This is an optimization exercise on Yosys and OpenROAD, whose aim is small area, a short achievable clock period and few clock cycles per item, not a production implementation. Function was checked by simulation only, so behaviour that the tests miss may differ from the original.

// ladder4_core
module ladder4_core (
    input  wire        clk,
    input  wire        rst,         
    input  wire        in_valid,
    output wire        in_ready,
    input  wire [31:0] in_x,
    input  wire [31:0] b0,
    input  wire [31:0] b1,
    input  wire [31:0] a1,
    input  wire [31:0] rg,
    input  wire [31:0] wta,
    input  wire [31:0] wtb,
    input  wire [31:0] wtc,
    input  wire [31:0] wtd,
    input  wire [31:0] wte,
    output reg         out_valid,
    output wire [31:0] out_y
);
    localparam [31:0] K_ONE = 32'h3F800000;
    reg  [31:0] s1, o1, o2, o3, o4;
    reg  [31:0] xr, cr, p, h, acc, drv;
    reg         xf;                      
    reg         rdy;                     
    reg  [31:0] yo;                      
    reg  [5:0]  c;                       
    reg         v_s1, v_o1, v_o2, v_o3, v_o4;    
    reg         dr;                      
    reg         tp;                      
    reg         nx;                      
    assign in_ready = rdy;
    assign out_y    = yo;
    wire [31:0] t2 = (|cr[30:23]) ? {cr[31], cr[30:23] + 8'd1, cr[22:0]} : {cr[31], cr[29:0], 1'b0};
    wire accept = in_valid & ~xf;
    reg  [5:0] cn;
    always @* begin
        if (c == 6'd63)       cn = xf ? 6'd32 : 6'd63;
        else if (c == 6'd37)  cn = 6'd0;
        else if (c == 6'd27)  cn = 6'd0;
        else if (dr && c == 6'd7) cn = 6'd63;
        else                  cn = c + 6'd1;
    end
    wire run_n = (cn[5] == 1'b0);
    wire dr_n  = (c == 6'd27) ? ~nx : (cn == 6'd63 ? 1'b0 : dr);
    reg m_o1, m_o2, m_o3, m_o4, m_s1, m_x, m_b4;       
    reg h_we, am_we;                                   
    reg a_one, a_h, a_o1, a_o2, a_o3, a_o4, a_acc, b_neg;    
    reg drv_we, s1_we, o1_we, o2_we, o3_we, o4_we, aa_we;    
    reg k_b1, k_b0, k_a1, k_wa, k_wb, k_wc, k_wd, k_we, k_drv, k_rg;    
    reg d_t2;                                           
    always @(posedge clk) begin
        m_o4  <= run_n & ((cn == 6'd0) | (cn == 6'd3) | (cn == 6'd24));
        m_s1  <= run_n & ((cn == 6'd1) | (cn == 6'd4) | (cn == 6'd8));
        m_o1  <= run_n & ((cn == 6'd6) | (cn == 6'd7) | (cn == 6'd10) | (cn == 6'd11));
        m_o2  <= run_n & ((cn == 6'd12) | (cn == 6'd13) | (cn == 6'd16) | (cn == 6'd17));
  ...
For scale: roughly 6900 cells after synthesis, ~360 I/O pins.
clock: 30.0 ns
lec_check: 0
abc_area: 1
cap_margin: 20
core_margin: 2
core_utilization: 40
cts_buf_list: sky130_fd_sc_hd__clkbuf_8 sky130_fd_sc_hd__clkbuf_4
cts_cluster_size: 30
slew_margin: 20
standard.sh (not shown) runs the stock make flow with config.mk's settings and CLKGATE_MAP_FILE= SYNTH_SCRIPT=/design/flow/synth_recipe.tcl, a recipe that flattens the netlist after the stock synthesis.
==> flow/flow/run.sh <==
#!/bin/bash
set -euo pipefail
MARGIN=$(cat flow/margin.txt)
bash standard.sh SETUP_SLACK_MARGIN=$MARGIN "BUFFER_PORTS_ARGS=-buffer_cell sky130_fd_sc_hd__buf_1" finish > standard.log 2>&1
==> flow/flow/margin.txt <==
22.5
The starting point ran to the end with no violations.
Testbench counts at the start, summed over its fixed seeds: cycles 57,856, items 2,048.
Change:
--- a/flow/design.v
+++ b/flow/design.v
@@ -1157,25 +1157,23 @@
     input  wire [31:0] wte,
     output reg         out_valid,
     output wire [31:0] out_y
 );
     localparam [31:0] K_ONE = 32'h3F800000;
     reg  [31:0] s1, o1, o2, o3, o4;
     reg  [31:0] xr, cr, p, h, acc, drv;
     reg         xf;                      
-    reg         rdy;                     
-    reg  [31:0] yo;                      
     reg  [5:0]  c;                       
     reg         v_s1, v_o1, v_o2, v_o3, v_o4;    
     reg         dr;                      
     reg         tp;                      
     reg         nx;                      
-    assign in_ready = rdy;
-    assign out_y    = yo;
+    assign in_ready = ~xf;
+    assign out_y    = acc;
     wire [31:0] t2 = (|cr[30:23]) ? {cr[31], cr[30:23] + 8'd1, cr[22:0]} : {cr[31], cr[29:0], 1'b0};
     wire accept = in_valid & ~xf;
     reg  [5:0] cn;
     always @* begin
         if (c == 6'd63)       cn = xf ? 6'd32 : 6'd63;
         else if (c == 6'd37)  cn = 6'd0;
         else if (c == 6'd27)  cn = 6'd0;
         else if (dr && c == 6'd7) cn = 6'd63;
@@ -1249,17 +1247,16 @@
     fp32_add u_add (.clk(clk), .a(aa), .b(ab), .y(ay), .gt1(ay_gt1));
     wire [31:0] ay_clip = ay_gt1 ? {ay[31], K_ONE[30:0]} : ay;
     wire [31:0] cr_n = ({32{k_b1}} & b1) | ({32{k_b0}} & b0) | ({32{k_a1}} & a1) |
                        ({32{k_wa}} & wta) | ({32{k_wb}} & wtb) | ({32{k_wc}} & wtc) |
                        ({32{k_wd}} & wtd) | ({32{k_we}} & wte) | ({32{k_drv}} & drv) |
                        ({32{k_rg}} & rg);
     always @(posedge clk) begin
         p  <= my;
-        yo <= ay;
         cr <= cr_n;
         if (h_we) h <= my;
         if (am_we)      acc <= my;
         else if (aa_we) acc <= ay;
         if (drv_we)    drv <= ay;
         else if (d_t2) drv <= t2;
         if (!xf) xr <= in_x;
         if (s1_we) s1 <= ay_clip;
@@ -1267,36 +1264,32 @@
         if (o2_we) o2 <= ay;
         if (o3_we) o3 <= ay;
         if (o4_we) o4 <= ay;
     end
     always @(posedge clk) begin
         if (rst) begin
             v_s1 <= 1'b0; v_o1 <= 1'b0; v_o2 <= 1'b0; v_o3 <= 1'b0; v_o4 <= 1'b0;
             xf <= 1'b0;
-            rdy <= 1'b1;
             c  <= 6'd63;
             dr <= 1'b0;
             tp <= 1'b0;
             nx <= 1'b0;
             out_valid <= 1'b0;
         end else begin
             out_valid <= tp && (c == 6'd6);
             if (s1_we) v_s1 <= 1'b1;
             if (o1_we) v_o1 <= 1'b1;
             if (o2_we) v_o2 <= 1'b1;
             if (o3_we) v_o3 <= 1'b1;
             if (o4_we) v_o4 <= 1'b1;
-            if (accept) begin
-                xf  <= 1'b1;
-                rdy <= 1'b0;
-            end else if ((c == 6'd26 && !dr) || c == 6'd37) begin
-                xf  <= 1'b0;
-                rdy <= 1'b1;
-            end
+            if (accept)
+                xf <= 1'b1;
+            else if ((c == 6'd26 && !dr) || c == 6'd37)
+                xf <= 1'b0;
             if (c == 6'd26) nx <= xf;
             if (c == 6'd27)     tp <= 1'b1;
             else if (c == 6'd7) tp <= 1'b0;
             dr <= dr_n;
             c  <= cn;
         end
     end
 endmodule
Hold slack gets worse by 31 ps.
Area after synthesis goes down slightly.
Final area goes down slightly.
Setup slack gets better by 48 ps.
Die area goes down slightly.
Register-to-register slack gets better by 50 ps.
Global-route usage goes down by 0.35 points.
Testbench counts after the change, summed over its fixed seeds: cycles 57,856, items 2,048.

========
Starting RTL as in the previous note.
Settings: LEC_CHECK=0, ABC_AREA=1, CAP_MARGIN=20, CORE_MARGIN=2, CORE_UTILIZATION=45, CTS_BUF_LIST=sky130_fd_sc_hd__clkbuf_16 sky130_fd_sc_hd__clkbuf_8, CTS_CLUSTER_SIZE=50, SLEW_MARGIN=20; clock period 30.0 ns.
Scripts as last shown in full above: flow/flow/run.sh, flow/flow/margin.txt
Testbench counts at the start, summed over its fixed seeds: cycles 57,856, items 2,048.
==> next run, changes <==
--- a/flow/design.v
+++ b/flow/design.v
@@ -1155,29 +1155,27 @@
     input  wire [31:0] wtc,
     input  wire [31:0] wtd,
     input  wire [31:0] wte,
     output reg         out_valid,
     output wire [31:0] out_y
 );
     localparam [31:0] K_ONE = 32'h3F800000;
     reg  [31:0] s1, o1, o2, o3, o4;
     reg  [31:0] xr, cr, p, h, acc, drv;
     reg         xf;                      
-    reg         rdy;                     
-    reg  [31:0] yo;                      
     reg  [5:0]  c;                       
     reg         v_s1, v_o1, v_o2, v_o3, v_o4;    
     reg         dr;                      
     reg         tp;                      
     reg         nx;                      
-    assign in_ready = rdy;
-    assign out_y    = yo;
+    assign in_ready = ~xf;
+    assign out_y    = acc;
     wire [31:0] t2 = (|cr[30:23]) ? {cr[31], cr[30:23] + 8'd1, cr[22:0]} : {cr[31], cr[29:0], 1'b0};
     wire accept = in_valid & ~xf;
     reg  [5:0] cn;
     always @* begin
         if (c == 6'd63)       cn = xf ? 6'd32 : 6'd63;
         else if (c == 6'd37)  cn = 6'd0;
         else if (c == 6'd27)  cn = 6'd0;
         else if (dr && c == 6'd7) cn = 6'd63;
         else                  cn = c + 6'd1;
     end
@@ -1247,56 +1245,51 @@
     wire [31:0] ay;
     wire        ay_gt1;
     fp32_add u_add (.clk(clk), .a(aa), .b(ab), .y(ay), .gt1(ay_gt1));
     wire [31:0] ay_clip = ay_gt1 ? {ay[31], K_ONE[30:0]} : ay;
     wire [31:0] cr_n = ({32{k_b1}} & b1) | ({32{k_b0}} & b0) | ({32{k_a1}} & a1) |
                        ({32{k_wa}} & wta) | ({32{k_wb}} & wtb) | ({32{k_wc}} & wtc) |
                        ({32{k_wd}} & wtd) | ({32{k_we}} & wte) | ({32{k_drv}} & drv) |
                        ({32{k_rg}} & rg);
     always @(posedge clk) begin
         p  <= my;
-        yo <= ay;
         cr <= cr_n;
         if (h_we) h <= my;
         if (am_we)      acc <= my;
         else if (aa_we) acc <= ay;
         if (drv_we)    drv <= ay;
         else if (d_t2) drv <= t2;
         if (!xf) xr <= in_x;
         if (s1_we) s1 <= ay_clip;
         if (o1_we) o1 <= ay;
         if (o2_we) o2 <= ay;
         if (o3_we) o3 <= ay;
         if (o4_we) o4 <= ay;
     end
     always @(posedge clk) begin
         if (rst) begin
             v_s1 <= 1'b0; v_o1 <= 1'b0; v_o2 <= 1'b0; v_o3 <= 1'b0; v_o4 <= 1'b0;
             xf <= 1'b0;
-            rdy <= 1'b1;
             c  <= 6'd63;
             dr <= 1'b0;
             tp <= 1'b0;
             nx <= 1'b0;
             out_valid <= 1'b0;
         end else begin
             out_valid <= tp && (c == 6'd6);
             if (s1_we) v_s1 <= 1'b1;
             if (o1_we) v_o1 <= 1'b1;
             if (o2_we) v_o2 <= 1'b1;
             if (o3_we) v_o3 <= 1'b1;
             if (o4_we) v_o4 <= 1'b1;
-            if (accept) begin
-                xf  <= 1'b1;
-                rdy <= 1'b0;
-            end else if ((c == 6'd26 && !dr) || c == 6'd37) begin
-                xf  <= 1'b0;
-                rdy <= 1'b1;
-            end
+            if (accept)
+                xf <= 1'b1;
+            else if ((c == 6'd26 && !dr) || c == 6'd37)
+                xf <= 1'b0;
             if (c == 6'd26) nx <= xf;
             if (c == 6'd27)     tp <= 1'b1;
             else if (c == 6'd7) tp <= 1'b0;
             dr <= dr_n;
             c  <= cn;
         end
     end
 endmodule
Synthesized area went down by 1.4%.
Via count drops by 0.50%.
Setup slack loses 0.049 ns.
Wire length decreases by 5.5%.
Final cell count hardly moves.
Critical path depth decreases by 28.
Sequential cell count goes down by 33.
Hold slack gets better by 0.0091 ns.
Clock skew stays flat.
Testbench counts after the change, summed over its fixed seeds: cycles 57,856, items 2,048.

-- port drivers added, routing unchanged --
No port has a modelled driver above. Below, the same layouts with a new extraction and two added sets of constraints.
Step 1 sets driving cells, clkbuf_16 on the clock port and buf_2 on the other inputs (assumed; they add their load-dependent delay and slew).
Step 2 moves the port delays by t, midway between the first and last clock arrival at a register: inputs arrive t later, outputs are due t later. That takes back most of the time a late clock gives input paths.
Three values: no drivers, after step 1, after step 2; two values: the first two.
run	t, ns	setup slack, ns	worst hold slack (ns)	worst setup path at the end	clock arrival spread, ns
the first run of note 1	0.872	22.412 / 22.452 / 21.594	0.488 / 0.488 / 0.488	input to register	0.099 / 0.098
the second run of note 1	0.808	22.460 / 22.391 / 22.276	0.457 / 0.457 / 0.457	input to register	0.074 / 0.075
the first run of note 2	0.740	22.550 / 22.546 / 21.883	0.438 / 0.438 / 0.438	input to register	0.083 / 0.082
the second run of note 2	0.706	22.501 / 22.504 / 21.848	0.447 / 0.447 / 0.447	input to register	0.081 / 0.080
After both steps every run listed still meets setup and hold. The setup slack of the first run of note 1, which loses most, moves by +0.040 ns with the drivers and by -0.818 ns with both steps.
